This design comes from an exercise in tuning for small area, a short achievable clock period and few clock cycles per item on the open sky130 flow, not from production work.
The RTL was checked by simulation tests, not by an equivalence proof against the original design.
Power is estimated from default activity; no workload was simulated.

==> flow/config.mk <==
export PLATFORM = sky130hd
export DESIGN_NAME = msf_decoder
export DESIGN_NICKNAME = msf_decoder
export VERILOG_FILES = /design/flow/design.v
export SDC_FILE = /design/flow/constraint.sdc
export NUM_CORES = 4
export LEC_CHECK = 0
export CAP_MARGIN = 20
export CORE_MARGIN = 2
export CORE_UTILIZATION = 40
export PLACE_DENSITY = 0.6
export SLEW_MARGIN = 20
==> flow/constraint.sdc <==
create_clock -name core_clock -period 30.0 [get_ports {clk}]
set_input_delay 6.0000 -clock core_clock [delete_from_list [all_inputs] [get_ports {clk}]]
set_output_delay 6.0000 -clock core_clock [all_outputs]
set_load 0.01 [all_outputs]
==> flow/design.v <==
module msf_decoder (
    input  wire        clk,
    input  wire        rst,           
    input  wire        start,         
    input  wire [7:0]  count,         
    input  wire [31:0] start_time,    
    output reg  [7:0]  mem_raddr,
    input  wire [7:0]  mem_rdata,
    output reg         done,
    output reg  [8:0]  dstat,         
    output reg  [5:0]  secs,
    output reg  [7:0]  rd_ptr,
    output reg  [59:0] a_bits,        
    output reg  [59:0] b_bits,        
    output reg  [31:0] rec_ticks,
    output reg  [7:0]  rec_year,
    output reg  [7:0]  rec_month,
    output reg  [7:0]  rec_day,
    output reg  [2:0]  rec_dow,
    output reg  [7:0]  rec_hour,
    output reg  [7:0]  rec_minute,
    output reg         rec_bst,
    output reg  [15:0] rec_dut1
);
    localparam [1:0] S_IDLE  = 2'd0,
                     S_INIT  = 2'd1,
                     S_RUN   = 2'd2,
                     S_FINAL = 2'd3;
    reg [1:0]  state;
    reg [7:0]  rem;              
    reg [31:0] stime;
    reg [2:0]  cd;               
    reg        ph;               
    reg [7:0]  R;                
    reg [7:0]  E;                
    localparam [319:0] TAB_T_U10 =
        320'h8421084210842108421084210842108421084210842108420e6b16a4a0e62906208022190a63a12a;
    function [4:0] t_u10;
        input [5:0] i;
        t_u10 = TAB_T_U10[i * 5 +: 5];
    endfunction
    localparam [703:0] TAB_T_A00 =
        704'h8010020040080100200400801002004008010020040080100200400801002004008010020040080100200400801002004008010020040080100200400800c815e2583e8640960c80c8000320c8258640fa258578c8200400;
    function [10:0] t_a00;
        input [5:0] i;
        t_a00 = TAB_T_A00[i * 11 +: 11];
    endfunction
    localparam [703:0] TAB_T_A10 =
        704'h801002004008010020040080100200400801002004008010020040080100200400801001a93205dcaf14525844c7d0e11902bc4b07d0c812c190190000641904b0c81f44b0af1903847d113258514af1773206a500200400;
    function [10:0] t_a10;
        input [5:0] i;
        t_a10 = TAB_T_A10[i * 11 +: 11];
    endfunction
    localparam [703:0] TAB_T_A11 =
        704'h8010020040080100200362682c817f2dd578a693ca5846c854fa1d2362640b714d258428748c814c21432042042000110430c8218538c81d442c9614e2de640d91d33e88591ba584f4a6d5e2de5fec81a136380100200400;
    function [10:0] t_a11;
        input [5:0] i;
        t_a11 = TAB_T_A11[i * 11 +: 11];
    endfunction
    localparam [1535:0] TAB_T_C70 =
        1536'h00000000000000000000000000000000002cb2cb2baebaaaaaaa69a68a28a279e79a69a69659649249238e38a28a286186082081f7df79e79e75d75c71c71b6db69a69a6596586186175d75965965555545145134d349249245145041040f3cf00000000000000000000000000000000001d75d71c71c6db6da69a6996596186185d75d65965955555145144d34d24924914514104103cf3ce38e38d34d30c30c2cb2ca28a2892492082081c71c61861851451041040c30c2082081041000000;
    function [5:0] t_c70;
        input [7:0] i;
        t_c70 = TAB_T_C70[i * 6 +: 6];
    endfunction
    localparam [1279:0] TAB_T_C90 =
        1280'h000000000000000000000000000017bdef7bdad6b5ad6b5ab5ad6b5ad6b4a5294a52949ce739ce739ca5294a5294a318c6318c63084210842107bdef7bdef7b9ce739ce739ad6b5ad6b5ac6318c6318c00000000000000000000000000000b5ad6b5a94a5294a529294a5294a528421084210839ce739ce7398c6318c6318a5294a5294a4210842108418c6318c6318842108421082108421084200000000000;
    function [4:0] t_c90;
        input [7:0] i;
        t_c90 = TAB_T_C90[i * 5 +: 5];
    endfunction
    localparam [767:0] TAB_T_Z100 =
        768'h8008008008008008008008008008008008008008008008008008008008008008008008008008008008008008008008008008008008008008008008008008008008008008008008008005785144b044c3e83843202bc2581f419012c0c8064000;
    function [11:0] t_z100;
        input [5:0] i;
        t_z100 = TAB_T_Z100[i * 12 +: 12];
    endfunction
    function gtc_6_58;    
        input [5:0] x;
        gtc_6_58 = (x[2] & x[5] & x[4] & x[3]) | (x[0] & x[5] & x[4] & x[3] & ~x[2] & x[1]);
    endfunction
    function gtc_8_2;    
        input [7:0] x;
        gtc_8_2 = (x[7]) | (x[6] & ~x[7]) | (x[5] & ~x[7] & ~x[6]) | (x[4] & ~x[7] & ~x[6] & ~x[5]) | (x[3] & ~x[7] & ~x[6] & ~x[5] & ~x[4]) | (x[2] & ~x[7] & ~x[6] & ~x[5] & ~x[4] & ~x[3]) | (x[0] & ~x[7] & ~x[6] & ~x[5] & ~x[4] & ~x[3] & ~x[2] & x[1]);
    endfunction
    function gtc_8_3;    
        input [7:0] x;
        gtc_8_3 = (x[7]) | (x[6] & ~x[7]) | (x[5] & ~x[7] & ~x[6]) | (x[4] & ~x[7] & ~x[6] & ~x[5]) | (x[3] & ~x[7] & ~x[6] & ~x[5] & ~x[4]) | (x[2] & ~x[7] & ~x[6] & ~x[5] & ~x[4] & ~x[3]);
    endfunction
    function gtc_8_4;    
        input [7:0] x;
        gtc_8_4 = (x[7]) | (x[6] & ~x[7]) | (x[5] & ~x[7] & ~x[6]) | (x[4] & ~x[7] & ~x[6] & ~x[5]) | (x[3] & ~x[7] & ~x[6] & ~x[5] & ~x[4]) | (x[1] & ~x[7] & ~x[6] & ~x[5] & ~x[4] & ~x[3] & x[2]) | (x[0] & ~x[7] & ~x[6] & ~x[5] & ~x[4] & ~x[3] & x[2] & ~x[1]);
    endfunction
    function gtc_8_5;    
        input [7:0] x;
        gtc_8_5 = (x[7]) | (x[6] & ~x[7]) | (x[5] & ~x[7] & ~x[6]) | (x[4] & ~x[7] & ~x[6] & ~x[5]) | (x[3] & ~x[7] & ~x[6] & ~x[5] & ~x[4]) | (x[1] & ~x[7] & ~x[6] & ~x[5] & ~x[4] & ~x[3] & x[2]);
    endfunction
    function gtc_8_8;    
        input [7:0] x;
        gtc_8_8 = (x[7]) | (x[6] & ~x[7]) | (x[5] & ~x[7] & ~x[6]) | (x[4] & ~x[7] & ~x[6] & ~x[5]) | (x[2] & ~x[7] & ~x[6] & ~x[5] & ~x[4] & x[3]) | (x[1] & ~x[7] & ~x[6] & ~x[5] & ~x[4] & x[3] & ~x[2]) | (x[0] & ~x[7] & ~x[6] & ~x[5] & ~x[4] & x[3] & ~x[2] & ~x[1]);
    endfunction
    function gtc_8_9;    
        input [7:0] x;
        gtc_8_9 = (x[7]) | (x[6] & ~x[7]) | (x[5] & ~x[7] & ~x[6]) | (x[4] & ~x[7] & ~x[6] & ~x[5]) | (x[2] & ~x[7] & ~x[6] & ~x[5] & ~x[4] & x[3]) | (x[1] & ~x[7] & ~x[6] & ~x[5] & ~x[4] & x[3] & ~x[2]);
    endfunction
    function gtc_8_151;    
        input [7:0] x;
        gtc_8_151 = (x[6] & x[7]) | (x[5] & x[7] & ~x[6]) | (x[3] & x[7] & ~x[6] & ~x[5] & x[4]);
    endfunction
    function gtc_8_170;    
        input [7:0] x;
        gtc_8_170 = (x[6] & x[7]) | (x[4] & x[7] & ~x[6] & x[5]) | (x[2] & x[7] & ~x[6] & x[5] & ~x[4] & x[3]) | (x[0] & x[7] & ~x[6] & x[5] & ~x[4] & x[3] & ~x[2] & x[1]);
    endfunction
    function gtc_8_174;    
        input [7:0] x;
        gtc_8_174 = (x[6] & x[7]) | (x[4] & x[7] & ~x[6] & x[5]) | (x[0] & x[7] & ~x[6] & x[5] & ~x[4] & x[3] & x[2] & x[1]);
    endfunction
    function gtc_10_89;    
        input [9:0] x;
        gtc_10_89 = (x[9]) | (x[8] & ~x[9]) | (x[7] & ~x[9] & ~x[8]) | (x[5] & ~x[9] & ~x[8] & ~x[7] & x[6]) | (x[2] & ~x[9] & ~x[8] & ~x[7] & x[6] & ~x[5] & x[4] & x[3]) | (x[1] & ~x[9] & ~x[8] & ~x[7] & x[6] & ~x[5] & x[4] & x[3] & ~x[2]);
    endfunction
    function gtc_10_149;    
        input [9:0] x;
        gtc_10_149 = (x[9]) | (x[8] & ~x[9]) | (x[6] & ~x[9] & ~x[8] & x[7]) | (x[5] & ~x[9] & ~x[8] & x[7] & ~x[6]) | (x[3] & ~x[9] & ~x[8] & x[7] & ~x[6] & ~x[5] & x[4]) | (x[1] & ~x[9] & ~x[8] & x[7] & ~x[6] & ~x[5] & x[4] & ~x[3] & x[2]);
    endfunction
    function gtc_10_249;    
        input [9:0] x;
        gtc_10_249 = (x[9]) | (x[8] & ~x[9]) | (x[2] & ~x[9] & ~x[8] & x[7] & x[6] & x[5] & x[4] & x[3]) | (x[1] & ~x[9] & ~x[8] & x[7] & x[6] & x[5] & x[4] & x[3] & ~x[2]);
    endfunction
    function gtc_10_874;    
        input [9:0] x;
        gtc_10_874 = (x[7] & x[9] & x[8]) | (x[4] & x[9] & x[8] & ~x[7] & x[6] & x[5]) | (x[2] & x[9] & x[8] & ~x[7] & x[6] & x[5] & ~x[4] & x[3]) | (x[0] & x[9] & x[8] & ~x[7] & x[6] & x[5] & ~x[4] & x[3] & ~x[2] & x[1]);
    endfunction
    function gtc_10_934;    
        input [9:0] x;
        gtc_10_934 = (x[6] & x[9] & x[8] & x[7]) | (x[4] & x[9] & x[8] & x[7] & ~x[6] & x[5]) | (x[3] & x[9] & x[8] & x[7] & ~x[6] & x[5] & ~x[4]) | (x[0] & x[9] & x[8] & x[7] & ~x[6] & x[5] & ~x[4] & ~x[3] & x[2] & x[1]);
    endfunction
    function gtc_12_899;    
        input [11:0] x;
        gtc_12_899 = (x[11]) | (x[10] & ~x[11]) | (x[6] & ~x[11] & ~x[10] & x[9] & x[8] & x[7]) | (x[5] & ~x[11] & ~x[10] & x[9] & x[8] & x[7] & ~x[6]) | (x[4] & ~x[11] & ~x[10] & x[9] & x[8] & x[7] & ~x[6] & ~x[5]) | (x[3] & ~x[11] & ~x[10] & x[9] & x[8] & x[7] & ~x[6] & ~x[5] & ~x[4]) | (x[2] & ~x[11] & ~x[10] & x[9] & x[8] & x[7] & ~x[6] & ~x[5] & ~x[4] & ~x[3]);
    endfunction
    function gtc_12_1499;    
        input [11:0] x;
        gtc_12_1499 = (x[11]) | (x[9] & ~x[11] & x[10]) | (x[5] & ~x[11] & x[10] & ~x[9] & x[8] & x[7] & x[6]) | (x[2] & ~x[11] & x[10] & ~x[9] & x[8] & x[7] & x[6] & ~x[5] & x[4] & x[3]);
    endfunction
    function gtc_14_14;    
        input [13:0] x;
        gtc_14_14 = (x[13]) | (x[12] & ~x[13]) | (x[11] & ~x[13] & ~x[12]) | (x[10] & ~x[13] & ~x[12] & ~x[11]) | (x[9] & ~x[13] & ~x[12] & ~x[11] & ~x[10]) | (x[8] & ~x[13] & ~x[12] & ~x[11] & ~x[10] & ~x[9]) | (x[7] & ~x[13] & ~x[12] & ~x[11] & ~x[10] & ~x[9] & ~x[8]) | (x[6] & ~x[13] & ~x[12] & ~x[11] & ~x[10] & ~x[9] & ~x[8] & ~x[7]) | (x[5] & ~x[13] & ~x[12] & ~x[11] & ~x[10] & ~x[9] & ~x[8] & ~x[7] & ~x[6]) | (x[4] & ~x[13] & ~x[12] & ~x[11] & ~x[10] & ~x[9] & ~x[8] & ~x[7] & ~x[6] & ~x[5]) | (x[0] & ~x[13] & ~x[12] & ~x[11] & ~x[10] & ~x[9] & ~x[8] & ~x[7] & ~x[6] & ~x[5] & ~x[4] & x[3] & x[2] & x[1]);
    endfunction
    wire [8:0]  d70 = {1'b0, R} - 9'd70;
    wire [8:0]  d80 = {1'b0, R} - 9'd80;
    wire [8:0]  d90 = {1'b0, R} - 9'd90;
    wire        s70 = d70[8], s80 = d80[8], s90 = d90[8];
    wire [6:0]  u70 = d70[6:0] ^ {7{s70}};
    wire [6:0]  u80 = d80[6:0] ^ {7{s80}};
    wire [6:0]  u90 = d90[6:0] ^ {7{s90}};
    wire [10:0] p70 = {1'b0, u70, 3'd0} + {2'b0, u70, 2'd0} + {3'b0, u70, 1'b0}
                    + {5'd0, t_c70({s70, u70})};
    wire [10:0] p80 = {1'b0, u80, 3'd0} + {2'b0, u80, 2'd0} + {5'd0, u80[6:1]}
                    + {7'd0, s80, s80, 1'b0, s80};
    wire [10:0] p90 = {1'b0, u90, 3'd0} + {3'b0, u90, 1'b0} + {4'd0, u90}
                    + {6'd0, t_c90({s90, u90})};
    wire        f70 = gtc_8_174(R);
    wire        f80 = ~gtc_8_8(R)  | gtc_8_151(R);
    wire        f90 = ~gtc_8_9(R) | gtc_8_170(R);
    wire [9:0]  s2  = {2'b0, E} + {2'b0, R} - 10'd100;
    wire        g2  = s2[9];
    wire [6:0]  m2  = s2[6:0] ^ {7{g2}};
    wire [9:0]  d2  = {m2, 3'd0} + {2'b0, m2, 1'b0} + {6'd0, g2, 1'b0, g2, 1'b0};
    wire        f2  = g2 ? ~gtc_10_934(s2) : gtc_10_89(s2);
    wire [4:0]  ue  = t_u10(E[5:0]);
    wire [4:0]  uo  = t_u10(R[5:0]);
    wire [4:0]  xs  = {1'b0, ue[3:0]} + {1'b0, uo[3:0]};
    reg  [9:0]  Sp;      
    reg  [11:0] Z100;    
    wire [9:0]  s4  = {Sp[8], Sp[8:0]} + {2'b0, R};
    wire        g4  = s4[9];
    wire [7:0]  m4  = s4[7:0] ^ {8{g4}};
    wire        f4  = Sp[9] | (g4 ? ~gtc_10_874(s4) : gtc_10_149(s4));
    wire [11:0] w4  = {1'b0, Z100[10:0]} + {1'b0, m4, 3'd0} + {3'b0, m4, 1'b0}
                    + {8'd0, g4, 1'b0, g4, 1'b0};
    reg  [11:0] P70;     
    reg  [10:0] P80, P90, D2;
    reg  [9:0]  S2;      
    reg  [5:0]  X;       
    reg  [11:0] W;       
    wire [10:0] a11 = t_a11(E[5:0]);
    wire [10:0] a10 = t_a10(E[5:0]);
    wire [10:0] a00 = t_a00(E[5:0]);
    wire        eh  = |E[7:6];
    wire [11:0] t11 = {2'b0, a11[9:0]} + {1'b0, P70[10:0]} + {2'b0, D2[9:0]};
    wire [11:0] t10 = {2'b0, a10[9:0]} + {2'b0, P80[9:0]} + {2'b0, D2[9:0]};
    wire [11:0] t00 = {2'b0, a00[9:0]} + {2'b0, P90[9:0]} + {2'b0, D2[9:0]};
    wire        b11 = eh | a11[10] | P70[11] | D2[10] | gtc_12_899(t11);
    wire        b10 = eh | a10[10] | P80[10] | D2[10] | gtc_12_899(t10);
    wire        b00 = eh | a00[10] | P90[10] | D2[10] | gtc_12_899(t00);
    wire [12:0] t4  = {1'b0, W[11:0]} + {2'b0, P70[10:0]};
    wire        b4  = W[11] | P70[11] | (|t4[12:11]);
    wire [4:0]  ur  = t_u10(R[5:0]);
    wire [5:0]  zs  = {1'b0, X[4:0]} + {2'b0, ur[3:0]};
    wire        zb  = X[5] | ur[4] | (|R[7:6]);
    wire [11:0] z100 = t_z100(zs);
    wire [9:0]  sp  = {S2[8], S2[8:0]} + {2'b0, R};           
    wire        spb = S2[9] | (~sp[9] & gtc_10_149(sp));
    reg  [9:0]  T11, T10, T00;
    reg  [10:0] T4;
    function [1:0] mod3;
        input [9:0] n;
        integer k;
        reg [1:0] r;
        begin
            r = 2'd0;
            for (k = 9; k >= 0; k = k - 1)
                case ({r, n[k]})
                    3'b000: r = 2'd0;  3'b001: r = 2'd1;
                    3'b010: r = 2'd2;  3'b011: r = 2'd0;
                    3'b100: r = 2'd1;  3'b101: r = 2'd2;
                    default: r = 2'd0;
                endcase
            mod3 = r;
        end
    endfunction
    function lt3;
        input [10:0] d;
        input [1:0]  ra;
        lt3 = ~d[10] & (d[9:2] != 8'd0 || d[1:0] > 2'd2 - ra);
    endfunction
    function gt3;
        input [10:0] d;
        input [1:0]  rb;
        gt3 = d[10] & (d[9:2] != 8'hff || {1'b0, d[1:0]} < 3'd2 + {1'b0, rb});
    endfunction
    wire [1:0]  r11 = mod3(T11), r10 = mod3(T10), r00 = mod3(T00);
    wire [10:0] dA  = {1'b0, T10} - {1'b0, T11};
    wire [10:0] dB  = {1'b0, T00} - {1'b0, T11};
    wire [10:0] dC  = {1'b0, T00} - {1'b0, T10};
    wire l11_10 = lt3(dA, r11), l10_11 = gt3(dA, r10);
    wire l11_00 = lt3(dB, r11), l00_11 = gt3(dB, r00);
    wire l10_00 = lt3(dC, r10), l00_10 = gt3(dC, r00);
    wire w11 = l11_10 & l11_00;
    wire w10 = l10_11 & l10_00;
    wire w00 = l00_11 & l00_10;
    wire sel11 = ~l10_11 & ~l00_11;
    wire sel10 = ~sel11 & ~l00_10;
    wire [9:0] tsel = sel11 ? T11 : (sel10 ? T10 : T00);
    wire [1:0] rsel = sel11 ? r11 : (sel10 ? r10 : r00);
    wire [9:0] fmin = tsel - {8'd0, rsel};
    wire ok2 = (w11 | w10 | w00) & (fmin != 10'd900);
    reg  [9:0] Mf;       
    reg        Mok, Ma, Mb;
    wire [13:0] x3 = {2'b0, T4, 1'b0} + {3'b0, T4} - {2'b0, Mf, 2'b0} - {4'b0, Mf};
    reg        Flt, Fgt, Fok, Fa, Fb;
    reg         Cl2, Cn2, Cl4, Cn4;
    wire        have4 = ~Cn2;                    
    wire        acc01 = have4 & Flt;
    wire        accw  = Fok & (~have4 | Fgt);
    wire        acc   = acc01 | accw;
    wire        abit  = accw & Fa;
    wire        bbit  = (accw & Fb) | acc01;
    wire [7:0] rd2 = rd_ptr + 8'd2;
    wire [7:0] rd4 = rd_ptr + 8'd4;
    wire [7:0] rdn = acc01 ? rd4 : rd2;
    wire       last = acc01 ? Cl4 : Cl2;
    wire       lone = acc01 ? Cn4 : Cn2;
    function [7:0] bcd;
        input [7:0] v;
        begin
            bcd = {{1'b0, v[7:4], 2'b0} + {3'b0, v[7:4]} + {4'b0, v[3:1]}, v[0]};
        end
    endfunction
    reg [7:0] w_year, w_month, w_day, w_dow, w_hour, w_minute;
    reg [7:0] w_sync;
    integer   i;
    always @* begin
        for (i = 0; i < 8; i = i + 1) w_year[7-i]   = a_bits[16+i];    
        w_month = 8'd0;
        for (i = 0; i < 5; i = i + 1) w_month[4-i]  = a_bits[24+i];    
        w_day = 8'd0;
        for (i = 0; i < 6; i = i + 1) w_day[5-i]    = a_bits[29+i];    
        w_dow = 8'd0;
        for (i = 0; i < 3; i = i + 1) w_dow[2-i]    = a_bits[35+i];    
        w_hour = 8'd0;
        for (i = 0; i < 6; i = i + 1) w_hour[5-i]   = a_bits[38+i];    
        w_minute = 8'd0;
        for (i = 0; i < 7; i = i + 1) w_minute[6-i] = a_bits[44+i];    
        for (i = 0; i < 8; i = i + 1) w_sync[7-i]   = a_bits[51+i];    
    end
    wire e_sync     = (w_sync != 8'h7E);
    wire e_par_year = ~(^a_bits[23:16] ^ b_bits[53]);
    wire e_par_date = ~(^a_bits[34:24] ^ b_bits[54]);
    wire e_par_dow  = ~(^a_bits[37:35] ^ b_bits[55]);
    wire e_par_time = ~(^a_bits[50:38] ^ b_bits[56]);
    wire frame_ok   = ~(e_sync | e_par_year | e_par_date | e_par_dow | e_par_time);
    wire check      = !dstat[1] && !dstat[2] && gtc_6_58(secs);
    function [3:0] lead1;    
        input [7:0] w;
        casez (w)
            8'b???????0: lead1 = 4'd0;
            8'b??????01: lead1 = 4'd1;
            8'b?????011: lead1 = 4'd2;
            8'b????0111: lead1 = 4'd3;
            8'b???01111: lead1 = 4'd4;
            8'b??011111: lead1 = 4'd5;
            8'b?0111111: lead1 = 4'd6;
            8'b01111111: lead1 = 4'd7;
            default:     lead1 = 4'd8;
        endcase
    endfunction
    wire [3:0]  npos = lead1(b_bits[7:0]);
    wire [3:0]  nneg = lead1(b_bits[15:8]);
    function [15:0] x100;    
        input [3:0] n;
        case (n)
            4'd1: x100 = 16'd100;  4'd2: x100 = 16'd200;  4'd3: x100 = 16'd300;
            4'd4: x100 = 16'd400;  4'd5: x100 = 16'd500;  4'd6: x100 = 16'd600;
            4'd7: x100 = 16'd700;  4'd8: x100 = 16'd800;  default: x100 = 16'd0;
        endcase
    endfunction
    function [15:0] xm100;   
        input [3:0] n;
        case (n)
            4'd1: xm100 = -16'sd100;  4'd2: xm100 = -16'sd200;  4'd3: xm100 = -16'sd300;
            4'd4: xm100 = -16'sd400;  4'd5: xm100 = -16'sd500;  4'd6: xm100 = -16'sd600;
            4'd7: xm100 = -16'sd700;  4'd8: xm100 = -16'sd800;  default: xm100 = 16'd0;
        endcase
    endfunction
    wire [15:0] dut1 = (npos != 4'd0) ? x100(npos) : xm100(nneg);
    always @(posedge clk) begin
        R <= mem_rdata;
        if (ph) E <= R;
        P70 <= {f70, p70};
        P80 <= {f80 | p80[10], p80[9:0]};
        P90 <= {f90 | p90[10], p90[9:0]};
        D2  <= {f2, d2};
        S2  <= {~g2 & gtc_10_249(s2), s2[8:0]};
        X   <= {ue[4] | uo[4] | (|E[7:6]) | (|R[7:6]), xs[4:0]};
        W   <= {f4 | Z100[11] | gtc_12_1499(w4), w4[10:0]};
        T11 <= b11 ? 10'd900 : t11[9:0];
        T10 <= b10 ? 10'd900 : t10[9:0];
        T00 <= b00 ? 10'd900 : t00[9:0];
        T4  <= b4 ? 11'd2047 : t4[10:0];
        Z100 <= {zb | z100[11], z100[10:0]};
        Sp  <= {spb, sp[8:0]};
        if (!ph) begin
            Mf  <= fmin;
            Mok <= ok2;
            Ma  <= w11 | w10;
            Mb  <= w11;
        end
        Flt <= x3[13];
        Fgt <= ~x3[13] & gtc_14_14(x3);
        Fok <= Mok;
        Fa  <= Ma;
        Fb  <= Mb;
        Cl2 <= (secs == 6'd59) | ~gtc_8_2(rem);
        Cn2 <= ~gtc_8_3(rem);
        Cl4 <= (secs == 6'd59) | ~gtc_8_4(rem);
        Cn4 <= ~gtc_8_5(rem);
        if (state == S_IDLE) stime <= start_time;
    end
    wire wr  = (state == S_RUN) & (cd == 3'd0) & acc;
    always @(posedge clk) begin
        if (rst || state == S_INIT) begin
            a_bits <= 60'd0;
            b_bits <= 60'd0;
        end else if (wr) begin
            a_bits[secs] <= abit;
            b_bits[secs] <= bbit;
        end
    end
    always @(posedge clk) begin
        if (rst) begin
            state      <= S_IDLE;
            ph         <= 1'b0;
            cd         <= 3'd0;
            mem_raddr  <= 8'd0;
            done       <= 1'b0;
            dstat      <= 9'd0;
            secs       <= 6'd0;
            rd_ptr     <= 8'd0;
            rec_ticks  <= 32'd0;
            rec_year   <= 8'd0;
            rec_month  <= 8'd0;
            rec_day    <= 8'd0;
            rec_dow    <= 3'd0;
            rec_hour   <= 8'd0;
            rec_minute <= 8'd0;
            rec_bst    <= 1'b0;
            rec_dut1   <= 16'd0;
        end else begin
            done <= 1'b0;
            ph   <= ~ph;
            if (cd != 3'd0) cd <= cd - 3'd1;
            case (state)
                S_IDLE: begin
                    mem_raddr <= {7'd0, start};
                    rem       <= count;
                    ph        <= 1'b0;
                    if (start) state <= S_INIT;
                end
                S_INIT: begin
                    mem_raddr <= mem_raddr + 8'd1;
                    dstat     <= 9'd0;
                    secs      <= 6'd0;
                    cd        <= 3'd6;
                    dstat[1]  <= (rem == 8'd0);         
                    if (rem == 8'd1) rd_ptr <= 8'd1;    
                    else             rd_ptr <= 8'd0;
                    state <= (rem[7:1] == 7'd0) ? S_FINAL : S_RUN;
                end
                S_RUN: begin
                    mem_raddr <= mem_raddr + 8'd1;
                    if (cd == 3'd0) begin
                        if (acc) begin
                            secs <= secs + 6'd1;
                            rem  <= acc01 ? {rem[7:2] - 6'd1, rem[1:0]} : {rem[7:1] - 7'd1, rem[0]};
                            cd   <= acc01 ? 3'd3 : 3'd1;
                            if (last) begin
                                rd_ptr <= rdn;
                                state  <= S_FINAL;
                            end else if (lone) begin
                                rd_ptr <= {rdn[7:1], 1'b1};    
                                state  <= S_FINAL;
                            end else begin
                                rd_ptr <= rdn;
                            end
                        end else begin
                            dstat[2] <= 1'b1;                   
                            rd_ptr   <= rd2;
                            state    <= S_FINAL;
                        end
                    end
                end
                S_FINAL: begin
                    mem_raddr <= 8'd0;
                    dstat[3]  <= ~gtc_6_58(secs);               
                    if (check) begin
                        dstat[4] <= e_sync;
                        dstat[5] <= e_par_year;
                        dstat[6] <= e_par_date;
                        dstat[7] <= e_par_dow;
                        dstat[8] <= e_par_time;
                        dstat[0] <= frame_ok;
                        if (frame_ok) begin
                            rec_ticks  <= stime;
                            rec_year   <= bcd(w_year);
                            rec_month  <= bcd(w_month);
                            rec_day    <= bcd(w_day);
                            rec_dow    <= w_dow[2:0];
                            rec_hour   <= bcd(w_hour);
                            rec_minute <= bcd(w_minute);
                            rec_bst    <= b_bits[57];
                            rec_dut1   <= dut1;
                        end
                    end
                    done  <= 1'b1;
                    state <= S_IDLE;
                end
            endcase
        end
    end
endmodule
==> flow/run.sh <==
#!/bin/bash
# synth_recipe.tcl (not shown) runs the flow's synth.tcl, then flattens the netlist and writes it again
# the make line also repeats each setting of config.mk as NAME=value (left out here)
make -C /OpenROAD-flow-scripts/flow DESIGN_CONFIG=/design/flow/config.mk WORK_HOME=/design/flow/orfs CLKGATE_MAP_FILE= SYNTH_SCRIPT=/design/flow/synth_recipe.tcl finish
==> impl_results.md, run 1 <==
- Setup_tns: 0 ns
- Postcts setup bufs: 0
- Vias/cell: 5.37
- Combinational Power Share: 61.3%
- First-pass GRT wire length: 142 mm
- Drt first pass iters: 5
- Switching Fraction: 45.0%
- PwrDens: 103 nW/µm²
- Tmin final: 8.00 ns
- Core Rows: 102
- Worst-Skew Late Latency: ~0.6 ns
- Flop pwr share: 21.9%
- Post-CTS Resized: 0
- Final worst path period share: a little over a quarter
- Final hold violations: 0
- Most used DFF post-synth: dfxtp_1
- Seq/Total Area, Yosys: 30.6%
- Fin. max-slew vios: 0
- Ant. Diodes: 0
- Design area: 36500 µm²
- Worst EP required: 24.00 ns
- Number of global-route vias before repair: 24700
- Worst Slack Setup Final: roughly 22 ns
- Max incr delay on CP: 0.71 ns
- Placed instance area: 34800 µm²
- Layout overhead on the synthesized area: 17.6%
- CP endpoint kind: primary output
- Drt total wl: 92.9 mm
- GRT Residual Overflow: 0
- CORE AREA: 77200 µm²
- Status: timing/DRC/antenna clean
- Root Driver: clkbuf_16
- Die footprint: 79900 µm²
- Max-slew headroom: ~29%
- RSZ-0062 raised after global routing: false
- WP data arrival: 2.00 ns
- Clock transition at path regs: 0.06 ns
- Synth unique cells: 91
- Final Skew: 0.0190 ns
- Worst-Margin Slew: 1.06 ns
- Post-DP HPWL: roughly 72 mm
- Clock Path Buffers: 3
- CP bufs+invs: 1
- Mapped Area: between 30000 and 40000 µm²
- Net count, final: approximately 4400
- Cells after Synth: 3721
- Initial core utilization: 40.2%
- Number of synthesized register bits: 444
- All-layer global routing usage: 22.5%
- Storage cell area: 9500 µm²
- Commonest non-fill, non-tap cells in the layout: nand2_1, dfxtp_1, nor2_1
- Fillers: 7617
- CTS hold repair buffers: 0
- Total Power: 3.77 mW
- RD Place Congestion: 0.931
- Final hold slack: around 0.35 ns
- Psw: around 1.7 mW
- Largest net degree at the start of global routing: just under 100
- Ys Warns: 1
- Chip width: 283 µm
- PortBufs: roughly 280
- Post-synth ARST share: 0%
- Synth Area per Inst: 8.35 µm²
- Layout Utilization: 47.3%
- TritonCTS clock tree: done
- Class of the worst hold path: flop to flop
- Setup Slack @ Placement: approximately 22 ns
- Post-synth EDFFs: 61
- DR iter-0 viols: 2353
- Top Family by Delay on Critical Path: buffers and inverters
- Max-Cap Viols: 0
- Drt wl/cell: ~19 µm
- Via count: about 27000
- Max Fclk: 125 MHz
- Multi-input gate area: 19800 µm²
- Design internal power: 2.08 mW
- Layout cells sized above 1: around 4.5%
- WS Path Type: flop to primary output
- Crit-path cells: clkdlybuf4s50_1
- Final setup violation count: 0
- Die Height: ~280 µm
- Max Fanout on Critical Path: 16
- Total CTS buffers: 49
- Initial antenna violation count: 0
- Drt drc: 0
- # placed instances: a little under 5000
- Slowest CP cell: clkdlybuf4s50_1
- R2R Setup Slk: about 23 ns
- Detail Route Antenna Nets: 0
- Num Clock Sinks: 444
- Clock network power share: ~17%
- Most common cell after layout, fill and taps aside: nand2_1
- Pleak: 14.8 nW
- H-tree Lvls: 2
- Non-Filler Instances: between 5000 and 6000
- Peak VDD IR: 0.131 mV
- IO Count: 295
- CP Launch Type: flop
flip-flops by register name, summed over array words and instances, names as in the netlist, 9 cells and up:
name,count
S2,10
dstat,9
Z100,10
P80,11
P70,12
T4,11
b_bits,60
a_bits,60
T00,10
P90,11
Mf,10
T11,10
Sp,10
rec_ticks,32
stime,32
D2,9
W,11
rec_dut1,9
T10,10
power by group through the flow:
stage               Sequential [mW]  Clock (mW)  Combinational (mW)
floorplan                     0.795           0                1.75
global placement              0.838           0                2.27
detailed placement            0.840           0                2.29
CTS                           0.827       0.650                2.31
global route                  0.835       0.673                2.60
finish                        0.825       0.635                2.31
cell usage after synthesis (all sizes together) (44+ instances only):
cell / count / share of area (%)
nand2b: 44 / 0.89
dfxtp: 383 / 25
a22oi: 73 / 1.8
nand2: 396 / 4.8
fa: 88 / 5.7
a21oi: 349 / 5.6
clkbuf: 138 / 1.7
o21bai: 48 / 1.2
ha: 333 / 13
edfxtp: 61 / 5.9
nor2: 358 / 4.3
a21o: 47 / 1.1
xnor2: 170 / 4.8
xor2: 58 / 1.6
nor3: 74 / 1.2
o21ai: 172 / 2.8
nand3: 70 / 1.1
inv: 294 / 3.6
routing by layer:
| metal | up-vias | share of wire, % | track usage (%) | routed length (µm) |
|---|---|---|---|---|
| li1 | 13300 | - | - | - |
| met1 | 12700 | 45 | 30.1 | 41600 |
| met2 | 736 | 46 | 36.9 | 42700 |
| met3 | 154 | 5.0 | 2.58 | 4660 |
| met4 | 0 | 4.3 | 8.90 | 4000 |
| met5 | - | 0 | 0 | 0 |
path summary, 6_finish.rpt:
kind                        startpoint  cells after the start       endpoint
setup / recovery  secs[0]$_SDFFE_PP0P_                      1        secs[0]
setup reg to reg     T10[8]$_SDFF_PP1_                     22  Mok$_DFFE_PN_
hold reg to reg          Mok$_DFFE_PN_                      0    Fok$_DFF_P_
hold / removal           Mok$_DFFE_PN_                      0    Fok$_DFF_P_
cells by family after synthesis:
logic type	share of synthesized area, %
multiplexers	1.85
adder cells (fa/ha/maj)	19.1
XOR/XNOR	6.43
flip-flops	30.6
buffers and inverters	6.00
AND/OR/NAND/NOR	17.3
other	0.0121
AO/OA/AOI/OAI	18.8
worst reg2reg max path, delay by kind of cell (launching register included):
kind                     cells  cell delay (ns)
adder cells (fa/ha/maj)      2             0.48
multiplexers                 2             0.36
AND/OR/NAND/NOR              9             2.70
flip-flops                   1             0.58
AO/OA/AOI/OAI                6             2.15
buffers and inverters        2             0.44
XOR/XNOR                     1             0.11
layout make-up:
| class | count | area share [%] |
|---|---|---|
| Inverter | 297 | 3.05 |
| Tap cell | 1040 | 3.56 |
| Sequential cell | 444 | 26.0 |
| Multi-Input combinational cell | 2810 | 54.1 |
| Clock inverter | 18 | 0.568 |
| Clock buffer | 73 | 4.13 |
| Timing Repair Buffer | 322 | 8.55 |
Testbench counts, summed over its fixed seeds: cycles 49,125, decodes 384.
==> inputs of run 2 (changes only) <==
==> flow/flow/run.sh (new file) <==
#!/bin/bash
# Standard layout (standard.sh: the standard flow's own ORFS run, synthesis unchanged) with
# two settings changed:
#  - timing repair aims for setup slack SETUP_SLACK_MARGIN below the clock
#    period, so that it shortens the critical paths instead of stopping as
#    soon as the 30 ns period is met;
#  - ports are buffered with the small buf_1 (the resizer upsizes it where
#    timing needs it) instead of the default delay-cell buffer.
set -euo pipefail
bash standard.sh finish SETUP_SLACK_MARGIN=23.0 \
    "BUFFER_PORTS_ARGS=-buffer_cell sky130_fd_sc_hd__buf_1" > standard.log 2>&1
==> flow/standard.sh (new file) <==
#!/bin/bash
# synth_recipe.tcl (not shown) runs the flow's synth.tcl, then flattens the netlist and writes it again
# the make line also repeats each setting of config.mk as NAME=value (left out here)
make -C /OpenROAD-flow-scripts/flow DESIGN_CONFIG=/design/flow/config.mk WORK_HOME=/design/flow/orfs CLKGATE_MAP_FILE= SYNTH_SCRIPT=/design/flow/synth_recipe.tcl "${@:-finish}"
removed: flow/run.sh
==> run 2 against run 1 <==
Still clean on timing, DRC and antenna. Setup slack improved by 0.85 ns. Clock power shrank 1%. Design area up 3.6%. Critical path depth unchanged. Routed wire length increased by 3.6%. Maximum frequency grew 12%. Critical path type unchanged. Largest power group unchanged.
==> impl_results.md, run 2 <==
- Hold_sp: Mb$_DFFE_PN_
- Max Fclk: 140 MHz (+12%)
- Drt first pass iters: 6 (+1)
- First-pass GRT wire length: 146 mm (+3.0%)
- Final hold violations: 0 (unchanged)
- GRT Residual Overflow: 0 (unchanged)
- Mapped Area: 31100 µm² (unchanged)
- Final worst path period share: 23.8% (-2.8 points)
- R2R Setup Slk: 23.36 ns (+0.46 ns)
- Initial core utilization: 40.2% (unchanged)
- Grt peak-use layer: met2
- Layout cells sized above 1: 18.9% (+14 points)
- Detail Route Antenna Nets: 0 (unchanged)
- Peak VDD IR: 0.102 mV (-22%)
- CORE AREA: 77200 µm² (unchanged)
- Number of synthesized register bits: 444 (unchanged)
- PwrDens: 97.5 nW/µm² (-5.6%)
- Drt total wl: 96.3 mm (+3.6%)
- Clock Path Buffers: 3 (unchanged)
- Vias/cell: 5.43 (+1.0%)
- DR iter-0 viols: 2583 (+9.8%)
- Biggest regs: a_bits x60, b_bits x60
- Pleak: 16.1 nW (+8.7%)
- Total CTS buffers: 48 (-2.0%)
- Most frequent cell after synthesis: nand2_1
- Clock transition at path regs: 0.06 ns (about the same)
- CP bufs+invs: 1 (unchanged)
- Post-DP HPWL: 69.2 mm (-3.5%)
- CP Launch Type: flop
- Max incr delay on CP: 0.40 ns (-0.31 ns)
- Commonest non-fill, non-tap cells in the layout: nand2_1, nor2_1, a21oi_1
- Initial antenna violation count: 1 (+1)
- Chip width: 283 µm (unchanged)
- Max-Cap Viols: 0 (unchanged)
- Ant. Diodes: 0 (unchanged)
- Most used DFF post-synth: dfxtp_1
- Fillers: 7227 (-5.1%)
- Status: timing/DRC/antenna clean
- Max Fanout on Critical Path: 2 (-14)
- PortBufs: 284 (unchanged)
- Num Clock Sinks: 444 (unchanged)
- Cells after Synth: 3721 (unchanged)
- Crit-path cells: buf_6
- Fin. max-slew vios: 0 (unchanged)
- Yosys top cell area share: 24.7% (unchanged)
- Die Height: 283 µm (unchanged)
- Die footprint: 79900 µm² (unchanged)
- Largest net degree at the start of global routing: 77 (-21%)
- Design area: 37900 µm² (+3.6%)
- CP endpoint kind: primary output
- Most common cell after layout, fill and taps aside: nand2_1
- Hold endpoint: Fb$_DFF_P_
- Reg-to-Reg Start: T10[7]$_SDFF_PP1_
- Net count, final: 4513 (+2.7%)
- Final setup violation count: 0 (unchanged)
- R2r endpoint: Mok$_DFFE_PN_
- Worst-Skew Late Latency: 0.63 ns (+0.03 ns)
- Setup_tns: 0 ns (unchanged)
- TritonCTS clock tree: done
- Tmin final: 7.15 ns (-0.847 ns)
- Synth Area per Inst: 8.35 µm² (unchanged)
- Drt drc: 0 (unchanged)
- Top Family by Delay on Critical Path: flip-flops
- WP data arrival: 1.15 ns (-0.85 ns)
- Placed instance area: 33000 µm² (-5.1%)
- Ys Warns: 1 (unchanged)
- Synth unique cells: 91 (unchanged)
- H-tree Lvls: 2 (unchanged)
- Area leader, netlist: dfxtp_1
- Setup Slack @ Placement: 21.95 ns (-0.0342 ns)
- Final Skew: 0.0412 ns (+0.0222 ns)
- RSZ-0062 raised after global routing: true
- Seq/Total Area, Yosys: 30.6% (unchanged)
- Drt wl/cell: 18.8 µm (+1.3%)
- Class of the worst hold path: flop to flop
- Worst Slack Setup Final: 22.85 ns (+0.847 ns)
- Via count: 27800 (+3.4%)
- CTS hold repair buffers: 0 (unchanged)
- Slowest CP cell: dfxtp_4
- Core Rows: 102 (unchanged)
- RD Place Congestion: 0.941 (+1.1%)
- Post-synth ARST share: 0% (unchanged)
- Post-synth EDFFs: 61 (unchanged)
- Layout overhead on the synthesized area: 21.9%
- Number of global-route vias before repair: 25700 (+3.9%)
- Worst EP required: 24.00 ns (about the same)
- Max-slew headroom: 27.4% (-1.1 points)
- GR Util met3: 3.45% (+0.88 points)
- All-layer global routing usage: 23.0% (+0.55 points)
- Met1 Usage GRT: 30.9% (+0.77 points)
- Root Driver: clkbuf_16
- WS Path Type: flop to primary output
- Post-synth top cells: nand2_1, dfxtp_1, nor2_1
- Worst-Margin Slew: 1.08 ns (+0.0168 ns)
- Worst Hold Path Cells: 0 (unchanged)
- Synth area leaders: dfxtp_1, ha_1, edfxtp_1
- Met2 Use GR: 36.9% (-0.088 points)
- IO Count: 295 (unchanged)
- Reg2Reg Depth: 23 (+4.5%)
## run 2: cell counts after synthesis
Identical to the previous run, type by type.
## run 2: repair_timing
| item | CTS | global route |
|---|---|---|
| resized for setup | 823 | 8 |
| buffers inserted | 100 | 22 |
| gates cloned | 1 | 1 |
| pin swaps | 1 | 1 |
| setup endpoints to repair | 310 | 308 |
## run 2: how the worst max path moves through the flow
stage	from	endpoint	slack (ns)	cells after the start
final	a_bits[24]$_SDFFE_PP0P_	a_bits[24]	22.85	1
after floorplan	rst	a_bits[34]$_SDFFE_PP0P_	23.00	6
after global routing	a_bits[24]$_SDFFE_PP0P_	a_bits[24]	22.82	1
after detailed placement	rst	a_bits[59]$_SDFFE_PP0P_	21.95	4
after global placement	rst	b_bits[49]$_SDFFE_PP0P_	21.96	4
after CTS	a_bits[24]$_SDFFE_PP0P_	a_bits[24]	22.83	1
## run 2: kinds of logic after synthesis
group / Yosys count / synth area share, %
and+or+nand+nor: 1165 / 17.3
other: 1 / 0.0121
buffers and inverters: 476 / 6.00
DFF: 444 / 30.6
xor gates and xnor gates: 228 / 6.43
muxes: 52 / 1.85
adders and majority gates: 421 / 19.1
AOI/OAI and AO/OA: 934 / 18.8
## run 2: cell type report
cell class                      count  area (µm²)  share of cell area [%]
Multi-Input combinational cell   2812       19900                    52.4
Timing Repair Buffer              438        3970                    10.5
Inverter                          297        1110                    2.94
Tap cell                         1040        1300                    3.44
Clock inverter                     27         312                   0.823
Sequential cell                   444        9940                    26.3
Clock buffer                       63        1370                    3.62
## run 2: report_power, final
group	leakage [nW]	switching [mW]	internal, mW
logic	11.4	1.29	0.951
registers	3.87	0.0851	0.739
clock network	0.826	0.267	0.361
## run 2: per-stage QoR
step	hold WS (ns)	instances	util [%]	power, mW
CTS	0.346	5097	48.7	3.70
finish	0.345	5121	49.0	3.69
global placement	0.326	4906	42.7	3.03
global route	0.350	5121	49.0	4.03
floorplan	0.323	3730	-	2.55
detailed placement	0.330	4906	42.8	3.05
## run 2: per-layer routing
metal	part of all wire, %	vias to the layer above	wire length (µm)
met4	4.6	2	4450
met3	6.6	206	6360
met5	0.011	-	11
met1	44	13000	42100
li1	-	13600	-
met2	45	976	43400
==> inputs of run 3 (changes only) <==
--- a/flow/design.v
+++ b/flow/design.v
@@ -136,4 +136,8 @@
         gtc_10_934 = (x[6] & x[9] & x[8] & x[7]) | (x[4] & x[9] & x[8] & x[7] & ~x[6] & x[5]) | (x[3] & x[9] & x[8] & x[7] & ~x[6] & x[5] & ~x[4]) | (x[0] & x[9] & x[8] & x[7] & ~x[6] & x[5] & ~x[4] & ~x[3] & x[2] & x[1]);
     endfunction
+    function gtc_12_4;    
+        input [11:0] x;
+        gtc_12_4 = (x[11]) | (x[10] & ~x[11]) | (x[9] & ~x[11] & ~x[10]) | (x[8] & ~x[11] & ~x[10] & ~x[9]) | (x[7] & ~x[11] & ~x[10] & ~x[9] & ~x[8]) | (x[6] & ~x[11] & ~x[10] & ~x[9] & ~x[8] & ~x[7]) | (x[5] & ~x[11] & ~x[10] & ~x[9] & ~x[8] & ~x[7] & ~x[6]) | (x[4] & ~x[11] & ~x[10] & ~x[9] & ~x[8] & ~x[7] & ~x[6] & ~x[5]) | (x[3] & ~x[11] & ~x[10] & ~x[9] & ~x[8] & ~x[7] & ~x[6] & ~x[5] & ~x[4]) | (x[1] & ~x[11] & ~x[10] & ~x[9] & ~x[8] & ~x[7] & ~x[6] & ~x[5] & ~x[4] & ~x[3] & x[2]) | (x[0] & ~x[11] & ~x[10] & ~x[9] & ~x[8] & ~x[7] & ~x[6] & ~x[5] & ~x[4] & ~x[3] & x[2] & ~x[1]);
+    endfunction
     function gtc_12_899;    
         input [11:0] x;
@@ -144,8 +148,4 @@
         gtc_12_1499 = (x[11]) | (x[9] & ~x[11] & x[10]) | (x[5] & ~x[11] & x[10] & ~x[9] & x[8] & x[7] & x[6]) | (x[2] & ~x[11] & x[10] & ~x[9] & x[8] & x[7] & x[6] & ~x[5] & x[4] & x[3]);
     endfunction
-    function gtc_14_14;    
-        input [13:0] x;
-        gtc_14_14 = (x[13]) | (x[12] & ~x[13]) | (x[11] & ~x[13] & ~x[12]) | (x[10] & ~x[13] & ~x[12] & ~x[11]) | (x[9] & ~x[13] & ~x[12] & ~x[11] & ~x[10]) | (x[8] & ~x[13] & ~x[12] & ~x[11] & ~x[10] & ~x[9]) | (x[7] & ~x[13] & ~x[12] & ~x[11] & ~x[10] & ~x[9] & ~x[8]) | (x[6] & ~x[13] & ~x[12] & ~x[11] & ~x[10] & ~x[9] & ~x[8] & ~x[7]) | (x[5] & ~x[13] & ~x[12] & ~x[11] & ~x[10] & ~x[9] & ~x[8] & ~x[7] & ~x[6]) | (x[4] & ~x[13] & ~x[12] & ~x[11] & ~x[10] & ~x[9] & ~x[8] & ~x[7] & ~x[6] & ~x[5]) | (x[0] & ~x[13] & ~x[12] & ~x[11] & ~x[10] & ~x[9] & ~x[8] & ~x[7] & ~x[6] & ~x[5] & ~x[4] & x[3] & x[2] & x[1]);
-    endfunction
     wire [8:0]  d70 = {1'b0, R} - 9'd70;
     wire [8:0]  d80 = {1'b0, R} - 9'd80;
@@ -185,15 +185,35 @@
     reg  [5:0]  X;       
     reg  [11:0] W;       
+    function [14:0] rca;         
+        input [13:0] a, b;
+        input        ci;
+        integer k;
+        reg c;
+        begin
+            c = ci;
+            for (k = 0; k < 14; k = k + 1) begin
+                rca[k] = a[k] ^ b[k] ^ c;
+                c = (a[k] & b[k]) | (c & (a[k] ^ b[k]));
+            end
+            rca[14] = c;
+        end
+    endfunction
+    function [14:0] rca3;        
+        input [13:0] a, b, c;
+        rca3 = rca(a ^ b ^ c, {(a[12:0] & b[12:0]) | (a[12:0] & c[12:0]) | (b[12:0] & c[12:0]), 1'b0}, 1'b0);
+    endfunction
     wire [10:0] a11 = t_a11(E[5:0]);
     wire [10:0] a10 = t_a10(E[5:0]);
     wire [10:0] a00 = t_a00(E[5:0]);
     wire        eh  = |E[7:6];
-    wire [11:0] t11 = {2'b0, a11[9:0]} + {1'b0, P70[10:0]} + {2'b0, D2[9:0]};
-    wire [11:0] t10 = {2'b0, a10[9:0]} + {2'b0, P80[9:0]} + {2'b0, D2[9:0]};
-    wire [11:0] t00 = {2'b0, a00[9:0]} + {2'b0, P90[9:0]} + {2'b0, D2[9:0]};
+    wire [14:0] t11w = rca3({4'd0, a11[9:0]}, {3'd0, P70[10:0]}, {4'd0, D2[9:0]});
+    wire [14:0] t10w = rca3({4'd0, a10[9:0]}, {4'd0, P80[9:0]}, {4'd0, D2[9:0]});
+    wire [14:0] t00w = rca3({4'd0, a00[9:0]}, {4'd0, P90[9:0]}, {4'd0, D2[9:0]});
+    wire [11:0] t11 = t11w[11:0], t10 = t10w[11:0], t00 = t00w[11:0];
     wire        b11 = eh | a11[10] | P70[11] | D2[10] | gtc_12_899(t11);
     wire        b10 = eh | a10[10] | P80[10] | D2[10] | gtc_12_899(t10);
     wire        b00 = eh | a00[10] | P90[10] | D2[10] | gtc_12_899(t00);
-    wire [12:0] t4  = {1'b0, W[11:0]} + {2'b0, P70[10:0]};
+    wire [14:0] t4w = rca({2'd0, W[11:0]}, {3'd0, P70[10:0]}, 1'b0);
+    wire [12:0] t4  = t4w[12:0];
     wire        b4  = W[11] | P70[11] | (|t4[12:11]);
     wire [4:0]  ur  = t_u10(R[5:0]);
@@ -201,23 +221,25 @@
     wire        zb  = X[5] | ur[4] | (|R[7:6]);
     wire [11:0] z100 = t_z100(zs);
-    wire [9:0]  sp  = {S2[8], S2[8:0]} + {2'b0, R};           
+    wire [14:0] spw = rca({4'd0, S2[8], S2[8:0]}, {6'd0, R}, 1'b0);
+    wire [9:0]  sp  = spw[9:0];                               
     wire        spb = S2[9] | (~sp[9] & gtc_10_149(sp));
     reg  [9:0]  T11, T10, T00;
     reg  [10:0] T4;
+    function [1:0] madd3;        
+        input [1:0] a, b;
+        case ({a, b})
+            4'b0000: madd3 = 2'd0; 4'b0001: madd3 = 2'd1; 4'b0010: madd3 = 2'd2;
+            4'b0100: madd3 = 2'd1; 4'b0101: madd3 = 2'd2; 4'b0110: madd3 = 2'd0;
+            4'b1000: madd3 = 2'd2; 4'b1001: madd3 = 2'd0; 4'b1010: madd3 = 2'd1;
+            default: madd3 = 2'd0;
+        endcase
+    endfunction
+    function [1:0] m3d;          
+        input [1:0] d;
+        m3d = (d == 2'd3) ? 2'd0 : d;
+    endfunction
     function [1:0] mod3;
         input [9:0] n;
-        integer k;
-        reg [1:0] r;
-        begin
-            r = 2'd0;
-            for (k = 9; k >= 0; k = k - 1)
-                case ({r, n[k]})
-                    3'b000: r = 2'd0;  3'b001: r = 2'd1;
-                    3'b010: r = 2'd2;  3'b011: r = 2'd0;
-                    3'b100: r = 2'd1;  3'b101: r = 2'd2;
-                    default: r = 2'd0;
-                endcase
-            mod3 = r;
-        end
+        mod3 = madd3(madd3(madd3(m3d(n[1:0]), m3d(n[3:2])), madd3(m3d(n[5:4]), m3d(n[7:6]))), m3d(n[9:8]));
     endfunction
     function lt3;
@@ -231,8 +253,26 @@
         gt3 = d[10] & (d[9:2] != 8'hff || {1'b0, d[1:0]} < 3'd2 + {1'b0, rb});
     endfunction
+    function [8:0] div3;         
+        input [9:0] n;
+        integer k;
+        reg [1:0] r;
+        begin
+            r = 2'd0;
+            for (k = 9; k >= 0; k = k - 1)
+                case ({r, n[k]})
+                    3'b000: begin if (k < 9) div3[k] = 1'b0; r = 2'd0; end
+                    3'b001: begin if (k < 9) div3[k] = 1'b0; r = 2'd1; end
+                    3'b010: begin if (k < 9) div3[k] = 1'b0; r = 2'd2; end
+                    3'b011: begin if (k < 9) div3[k] = 1'b1; r = 2'd0; end
+                    3'b100: begin if (k < 9) div3[k] = 1'b1; r = 2'd1; end
+                    default: begin if (k < 9) div3[k] = 1'b1; r = 2'd2; end
+                endcase
+        end
+    endfunction
     wire [1:0]  r11 = mod3(T11), r10 = mod3(T10), r00 = mod3(T00);
-    wire [10:0] dA  = {1'b0, T10} - {1'b0, T11};
-    wire [10:0] dB  = {1'b0, T00} - {1'b0, T11};
-    wire [10:0] dC  = {1'b0, T00} - {1'b0, T10};
+    wire [14:0] dAw = rca({4'd0, 1'b0, T10}, {4'hf, 1'b1, ~T11}, 1'b1);
+    wire [14:0] dBw = rca({4'd0, 1'b0, T00}, {4'hf, 1'b1, ~T11}, 1'b1);
+    wire [14:0] dCw = rca({4'd0, 1'b0, T00}, {4'hf, 1'b1, ~T10}, 1'b1);
+    wire [10:0] dA = dAw[10:0], dB = dBw[10:0], dC = dCw[10:0];
     wire l11_10 = lt3(dA, r11), l10_11 = gt3(dA, r10);
     wire l11_00 = lt3(dB, r11), l00_11 = gt3(dB, r00);
@@ -244,10 +284,12 @@
     wire sel10 = ~sel11 & ~l00_10;
     wire [9:0] tsel = sel11 ? T11 : (sel10 ? T10 : T00);
-    wire [1:0] rsel = sel11 ? r11 : (sel10 ? r10 : r00);
-    wire [9:0] fmin = tsel - {8'd0, rsel};
-    wire ok2 = (w11 | w10 | w00) & (fmin != 10'd900);
-    reg  [9:0] Mf;       
+    reg  [9:0] Ts;       
+    reg        Wany, Wa, Wb;
+    wire [8:0] mq   = div3(Ts);              
+    reg  [8:0] Mm;       
     reg        Mok, Ma, Mb;
-    wire [13:0] x3 = {2'b0, T4, 1'b0} + {3'b0, T4} - {2'b0, Mf, 2'b0} - {4'b0, Mf};
+    wire [14:0] m5w = rca({3'd0, Mm, 2'b0}, {5'd0, Mm}, 1'b0);
+    wire [14:0] yw  = rca({3'd0, T4}, ~{3'd0, m5w[10:0]}, 1'b1);
+    wire [11:0] y   = yw[11:0];               
     reg        Flt, Fgt, Fok, Fa, Fb;
     reg         Cl2, Cn2, Cl4, Cn4;
@@ -342,12 +384,16 @@
         Z100 <= {zb | z100[11], z100[10:0]};
         Sp  <= {spb, sp[8:0]};
-        if (!ph) begin
-            Mf  <= fmin;
-            Mok <= ok2;
-            Ma  <= w11 | w10;
-            Mb  <= w11;
+        Ts   <= tsel;
+        Wany <= w11 | w10 | w00;
+        Wa   <= w11 | w10;
+        Wb   <= w11;
+        if (ph) begin
+            Mm  <= mq;
+            Mok <= Wany & (Ts != 10'd900);
+            Ma  <= Wa;
+            Mb  <= Wb;
         end
-        Flt <= x3[13];
-        Fgt <= ~x3[13] & gtc_14_14(x3);
+        Flt <= y[11];
+        Fgt <= ~y[11] & gtc_12_4(y);
         Fok <= Mok;
         Fa  <= Ma;
==> flow/flow/run.sh (replaced) <==
#!/bin/bash
# Standard layout (standard.sh: the standard flow's own ORFS run, synthesis unchanged) with
# some settings changed:
#  - timing repair aims for setup slack SETUP_SLACK_MARGIN below the clock
#    period, so that it shortens the critical paths instead of stopping as
#    soon as the 30 ns period is met;
#  - ports are buffered with the small buf_1 (the resizer upsizes it where
#    timing needs it) instead of the default delay-cell buffer;
#  - the clock tree is built from smaller clock buffers.
set -euo pipefail
bash standard.sh finish SETUP_SLACK_MARGIN=23.0 \
    "BUFFER_PORTS_ARGS=-buffer_cell sky130_fd_sc_hd__buf_1" \
    "CTS_BUF_LIST=sky130_fd_sc_hd__clkbuf_4 sky130_fd_sc_hd__clkbuf_8" > standard.log 2>&1
==> run 3 against run 2 <==
Largest cell class unchanged. Critical path type unchanged. Sequential power fell by 2.5%. Critical endpoint is now a_bits[59]. Power fell by 15%. Combinational power fell by 25%.
==> impl_results.md, run 3 <==
- TritonCTS clock tree: done
- DR iter-0 viols: 2366 (-8.4%)
- Total Power: 3.13 mW (-15%)
- Core Rows: 99 (-2.9%)
- Drt drc: 0 (unchanged)
- Synth unique cells: 93 (+2.2%)
- Setup_tns: 0 ns (unchanged)
- PwrDens: 85.7 nW/µm² (-12%)
- PortBufs: 284 (unchanged)
- Status: timing/DRC/antenna clean
- Worst-Skew Late Latency: 0.72 ns (+0.09 ns)
- Initial core utilization: 40.3% (+0.069 points)
- Routed length on met2: 42.1 mm (-3.0%)
- Synth area leaders: dfxtp_1, ha_1, fa_1
- Largest net degree at the start of global routing: 84 (+9.1%)
- Clock Path Buffers: 3 (unchanged)
- Root Driver: clkbuf_8
- Number of synthesized register bits: 456 (+2.7%)
- Chip width: 275 µm (-2.8%)
- Peak VDD IR: 0.0901 mV (-11%)
- WS Path Type: flop to primary output
- Pleak: 15.6 nW (-3.0%)
- Net count, final: 4184 (-7.3%)
- Initial antenna violation count: 1 (unchanged)
- Layout overhead on the synthesized area: 24.2%
- H-tree Lvls: 3 (+1)
- Total CTS buffers: 78 (+63%)
- CP Launch Type: flop
- Number of global-route vias before repair: 24400 (-5.0%)
- Max incr delay on CP: 0.42 ns (+0.02 ns)
- All-layer global routing usage: 23.1% (+0.091 points)
- Class of the worst hold path: flop to flop
- Commonest non-fill, non-tap cells in the layout: nand2_1, nor2_1, a21oi_1
- Layout cells sized above 1: 22.5% (+3.6 points)
- Yosys top cell area share: 27.0% (+2.3 points)
- Tmin final: 7.25 ns (+0.0958 ns)
- Clock transition at path regs: 0.06 ns (about the same)
- Setup Slack @ Placement: 22.08 ns (+0.130 ns)
- Most used DFF post-synth: dfxtp_1
- Max Fanout on Critical Path: 2 (unchanged)
- Most common cell after layout, fill and taps aside: nand2_1
- Crit-path cells: buf_6
- Final hold violations: 0 (unchanged)
- Die Height: 275 µm (-2.8%)
- Drt wl/cell: 19.2 µm (+1.8%)
- Via count: 25600 (-7.8%)
- Worst-Margin Slew: 1.00 ns (-0.0786 ns)
- Ys Warns: 1 (unchanged)
- Final Skew: 0.0387 ns (-0.00253 ns)
- Drt first pass iters: 7 (+1)
- Cells after Synth: 3335 (-10%)
- Layout Utilization: 50.1% (+1.0 points)
- Post-synth top cells: dfxtp_1, nand2_1, nor2_1
- Slowest CP cell: dfxtp_4
- First-pass GRT wire length: 138 mm (-5.8%)
- Vias/cell: 5.40 (-0.49%)
- M1 wire length: 38.0 mm (-9.6%)
- CP bufs+invs: 1 (unchanged)
- GRT Residual Overflow: 0 (unchanged)
- CP endpoint kind: primary output
- Biggest regs: a_bits x60, b_bits x60
- Mapped Area: 29400 µm² (-5.5%)
- CORE AREA: 72800 µm² (-5.7%)
- Seq/Total Area, Yosys: 33.1% (+2.6 points)
- WP data arrival: 1.25 ns (+0.10 ns)
- Met3 Wirelength: 6.20 mm (-2.4%)
- Worst Slack Setup Final: 22.75 ns (-0.0958 ns)
- IO Count: 295 (unchanged)
- Final setup violation count: 0 (unchanged)
- Num Clock Sinks: 456 (+2.7%)
- Detail Route Antenna Nets: 0 (unchanged)
- Max-slew headroom: 32.8% (+5.4 points)
- Top Layer Used: met4
- Final worst path period share: 24.2% (+0.32 points)
- RSZ-0062 raised after global routing: true
- Post-DP HPWL: 65.8 mm (-4.9%)
- Worst EP required: 24.00 ns (about the same)
- Max-Cap Viols: 0 (unchanged)
- Die footprint: 75600 µm² (-5.4%)
- Top Family by Delay on Critical Path: flip-flops
- Post-synth ARST share: 0% (unchanged)
- Synth Area per Inst: 8.80 µm² (+5.4%)
- Drt total wl: 90.9 mm (-5.6%)
- RD Place Congestion: 0.968 (+2.8%)
- Most frequent cell after synthesis: dfxtp_1
- Post-synth EDFFs: 60 (-1.6%)
- CTS hold repair buffers: 0 (unchanged)
- Max Fclk: 138 MHz (-1.3%)
- Fin. max-slew vios: 0 (unchanged)
- Area leader, netlist: dfxtp_1
## run 3: cell count changes in the layout (fill, tap and decap cells not counted), moves of 33 or more
| cell | change |
|---|---|
| a21oi_1 | -52 |
| clkbuf_16 | -49 |
| clkbuf_8 | +89 |
| fa_1 | +52 |
| ha_1 | -72 |
| inv_1 | -33 |
| nor2_1 | -54 |
| o21ai_0 | -45 |
| xnor2_1 | -41 |
## run 3: per-layer routing
metal,up-vias,GRT usage [%]
met2,992,37.3
met4,0,11.4
met5,-,0
met3,271,4.15
li1,12300,-
met1,12100,29.9
## run 3: cell families (layout without fill, tap and decap cells)
logic type                 after synthesis  after routing  share of synthesized area [%]
xor gates and xnor gates               170            170                           5.07
muxes                                   64             64                           2.32
AOI/OAI and AO/OA                      791            791                           16.9
buffers and inverters                  434            873                           5.86
adders and majority gates              410            410                           21.1
and+or+nand+nor                       1009           1010                           15.6
other                                    1             14                         0.0128
DFF                                    456            456                           33.1
## run 3: worst paths after layout
kind / start / endpoint / slack, ns / depth (start not counted)
setup / recovery: a_bits[59]$_SDFFE_PP0P_ / a_bits[59] / 22.75 / 1
hold / removal: Mok$_DFFE_PP_ / Fok$_DFF_P_ / 0.34 / 0
setup reg to reg: E[1]$_DFFE_PP_ / T11[4]$_SDFF_PP0_ / 23.28 / 24
hold reg to reg: Mok$_DFFE_PP_ / Fok$_DFF_P_ / 0.34 / 0
## run 3: area by class of cell
cell class	instances	area (µm²)
clock buffers	119	1490
inverters	276	1060
clock inverters	22	315
repair inverters	1	5.00
diodes	4	10.0
repair buffers	455	4130
well taps	959	1200
fillers	6767	36400
flip-flops and latches	456	10200
multi-input cells	2455	18100
## run 3: report_power, final
group          total (mW)  leakage, nW  internal, mW  switching (mW)
logic                1.68         10.7         0.728           0.949
registers           0.803         3.94         0.737          0.0665
clock network       0.644        0.951         0.367           0.277
## run 3: per-stage QoR
step           std cells  cell area, µm²  hold WS [ns]
2_1_floorplan       3344           29400         0.323
3_3_place_gp        4471           31300         0.326
5_1_grt             4747           36500         0.366
6_report            4747           36500         0.341
4_1_cts             4708           36100         0.344
3_5_place_dp        4471           31300         0.327
## run 3: what timing repair did
action                     in CTS  in global routing
pin swaps                       0                  4
buffers inserted               95                 33
cloned                          1                  2
setup endpoints to repair     305                313
resized for setup             839                 34
Testbench counts of run 3, summed over its fixed seeds: cycles 49,125, decodes 384.
==> inputs of run 4 (changes only) <==
==> flow/flow/run.sh (replaced) <==
#!/bin/bash
# Standard layout (standard.sh: the standard flow's own ORFS run, synthesis unchanged) with
# two settings changed:
#  - timing repair aims for setup slack SETUP_SLACK_MARGIN below the clock
#    period, so that it shortens the critical paths instead of stopping as
#    soon as the 30 ns period is met;
#  - ports are buffered with the small buf_1 (the resizer upsizes it where
#    timing needs it) instead of the default delay-cell buffer.
set -euo pipefail
bash standard.sh finish SETUP_SLACK_MARGIN=22.7 \
    "BUFFER_PORTS_ARGS=-buffer_cell sky130_fd_sc_hd__buf_1" > standard.log 2>&1
==> run 4 against run 3 <==
First-iteration DRC count decreased by 24%. Clock skew increased by 0.014 ns. Setup slack got worse by 0.037 ns. Global-route usage decreased by 1.1 points. Register-to-register slack got worse by 0.26 ns. Sequential power about the same. Area after synthesis unchanged. Via count decreased by 4.7%. Combinational power about the same. Synthesized cell count unchanged.
==> impl_results.md, run 4 <==
- Biggest regs: a_bits x60, b_bits x60
- Reg-to-Reg Start: E[1]$_DFFE_PP_
- Root Driver: clkbuf_16
- PortBufs: 284 (unchanged)
- Drt drc: 0 (unchanged)
- PwrDens: 93.2 nW/µm² (+8.8%)
- Post-synth ARST share: 0% (unchanged)
- Clock transition at path regs: 0.06 ns (about the same)
- Peak VDD IR: 0.114 mV (+26%)
- Final Skew: 0.0526 ns (+0.0139 ns)
- Final setup violation count: 0 (unchanged)
- All-layer global routing usage: 22.0% (-1.1 points)
- Post-DP HPWL: 66.0 mm (+0.23%)
- Clock Path Buffers: 3 (unchanged)
- Drt first pass iters: 6 (-1)
- Most common cell after layout, fill and taps aside: nand2_1
- Total Power: 3.10 mW (-0.67%)
- Cells after Synth: 3335 (unchanged)
- Fin. max-slew vios: 0 (unchanged)
- Largest net degree at the start of global routing: 87 (+3.6%)
- Die Height: 275 µm (unchanged)
- Mapped Area: 29400 µm² (unchanged)
- Max-slew headroom: 34.5% (+1.7 points)
- Drt total wl: 86.2 mm (-5.2%)
- WS Path Type: flop to primary output
- Max Fclk: 137 MHz (-0.51%)
- CP endpoint kind: primary output
- Post-synth EDFFs: 60 (unchanged)
- Final worst path period share: 24.3% (+0.12 points)
- DR iter-0 viols: 1803 (-24%)
- Status: timing/DRC/antenna clean
- Clock network power share: 20.5% (about the same)
- RD Place Congestion: 0.952 (-1.6%)
- Via count: 24400 (-4.7%)
- Top Family by Delay on Critical Path: flip-flops
- Max Fanout on Critical Path: 4 (+2)
- IO Count: 295 (unchanged)
- Initial core utilization: 40.3% (unchanged)
- CP bufs+invs: 1 (unchanged)
- H-tree Lvls: 2 (-1)
- Final hold violations: 0 (unchanged)
- Detail Route Antenna Nets: 0 (unchanged)
- Chip width: 275 µm (unchanged)
- Num Clock Sinks: 456 (unchanged)
- Layout Utilization: 45.7% (-4.3 points)
- Crit path launch: a_bits[48]$_SDFFE_PP0P_
- Flop pwr share: 25.9% (+0.2 points)
- Yosys top cell area share: 27.0% (unchanged)
- Initial antenna violation count: 0 (-1)
- Layout cells sized above 1: 7.58% (-15 points)
- CORE AREA: 72800 µm² (unchanged)
- Worst EP required: 24.00 ns (about the same)
- Vias/cell: 5.34 (-1.1%)
- CTS hold repair buffers: 0 (unchanged)
- Die footprint: 75600 µm² (unchanged)
- Net count, final: 4033 (-3.6%)
- Slowest CP cell: dfxtp_2
- Design internal power: 1.82 mW (-0.54%)
- Pleak: 13.6 nW (-13%)
- Number of synthesized register bits: 456 (unchanged)
- Total CTS buffers: 52 (-33%)
- TritonCTS clock tree: done
- Worst-Skew Late Latency: 0.64 ns (-0.08 ns)
- Max incr delay on CP: 0.43 ns (about the same)
- Crit-path cells: buf_1
- Class of the worst hold path: flop to flop
- WP data arrival: 1.28 ns (+0.03 ns)
- Synth area leaders: dfxtp_1, ha_1, fa_1
- Ys Warns: 1 (unchanged)
- Psw: 1.28 mW (-0.85%)
- Hold_sp: Ma$_DFFE_PP_
-- run 4: cell count changes in the layout (fill, tap and decap cells not counted), sizes merged --
cell | previous run | this run
clkinv | 14 | 16
clkbuf | 122 | 79
diode | 4 | 0
bufinv | 5 | 1
or2 | 12 | 11
inv | 276 | 274
buf | 452 | 330
-- run 4: final timing paths --
check | cells after the start | slack, ns | endpoint
setup / recovery | 1 | 22.72 | a_bits[48]
hold / removal | 0 | 0.35 | Fa$_DFF_P_
setup reg to reg | 24 | 23.02 | T11[1]$_SDFF_PP0_
hold reg to reg | 0 | 0.35 | Fa$_DFF_P_
-- run 4: layer usage --
layer  up-vias  wire [µm]  track usage [%]
met5         -          0                0
met4         0       3370             8.61
met3       173       4690             2.82
met2       739      40400             36.5
met1     11600      37700             29.2
li1      11900          -                -
-- run 4: cell families after synthesis --
logic type | Yosys count | share of synthesized area [%]
adders and majority gates | 410 | 21.1
muxes | 64 | 2.32
and+or+nand+nor | 1009 | 15.6
other | 1 | 0.0128
DFF | 456 | 33.1
xor gates and xnor gates | 170 | 5.07
buffers and inverters | 434 | 5.86
AOI/OAI and AO/OA | 791 | 16.9
-- run 4: power groups by stage --
stage / Sequential, mW / Combinational (mW) / Clock, mW
finish: 0.805 / 1.66 / 0.636
global route: 0.818 / 1.91 / 0.673
CTS: 0.807 / 1.66 / 0.648
detailed placement: 0.823 / 1.64 / 0
global placement: 0.822 / 1.63 / 0
floorplan: 0.799 / 1.27 / 0
-- run 4: area by class of cell --
type                       count  area (µm²)
fill                        7158       39500
inverter                     276        1050
clock inverter                19         200
timing repair buffer         332        1500
clock buffer                  77        1520
sequential                   456        9830
tap                          959        1200
multi-input combinational   2454       18000
-- run 4: worst reg2reg max path: cells and delay by family (launching register included) --
family,cells,cell delay [ns]
and+or+nand+nor,3,0.77
adders and majority gates,12,4.27
DFF,1,0.43
AOI/OAI and AO/OA,6,1.10
buffers and inverters,3,0.36
-- run 4: per-stage QoR --
step | hold WS, ns | cell area (µm²) | setup slack [ns] | cells
after floorplan | 0.323 | 29400 | 22.78 | 3344
after global placement | 0.327 | 31300 | 21.74 | 4469
after detailed placement | 0.333 | 31300 | 21.75 | 4469
after CTS | 0.357 | 33200 | 22.70 | 4568
after global routing | 0.355 | 33300 | 22.69 | 4573
final | 0.350 | 33300 | 22.72 | 4573
-- run 4: what timing repair did --
action / 4_1_cts / 5_1_grt
setup buffers: 3 / 5
gates cloned: 0 / 0
endpoints found under the setup margin: 153 / 33
pin swaps: 0 / 2
resized for setup: 82 / 37

Re-timed with assumed drivers on the ports (clkbuf_16 on the clock, buf_2 on other inputs), run 4 has 22.648 ns of setup slack against 22.717 ns with ideal ports, and 22.247 ns once port delays also move by the mid clock arrival of 0.675 ns.
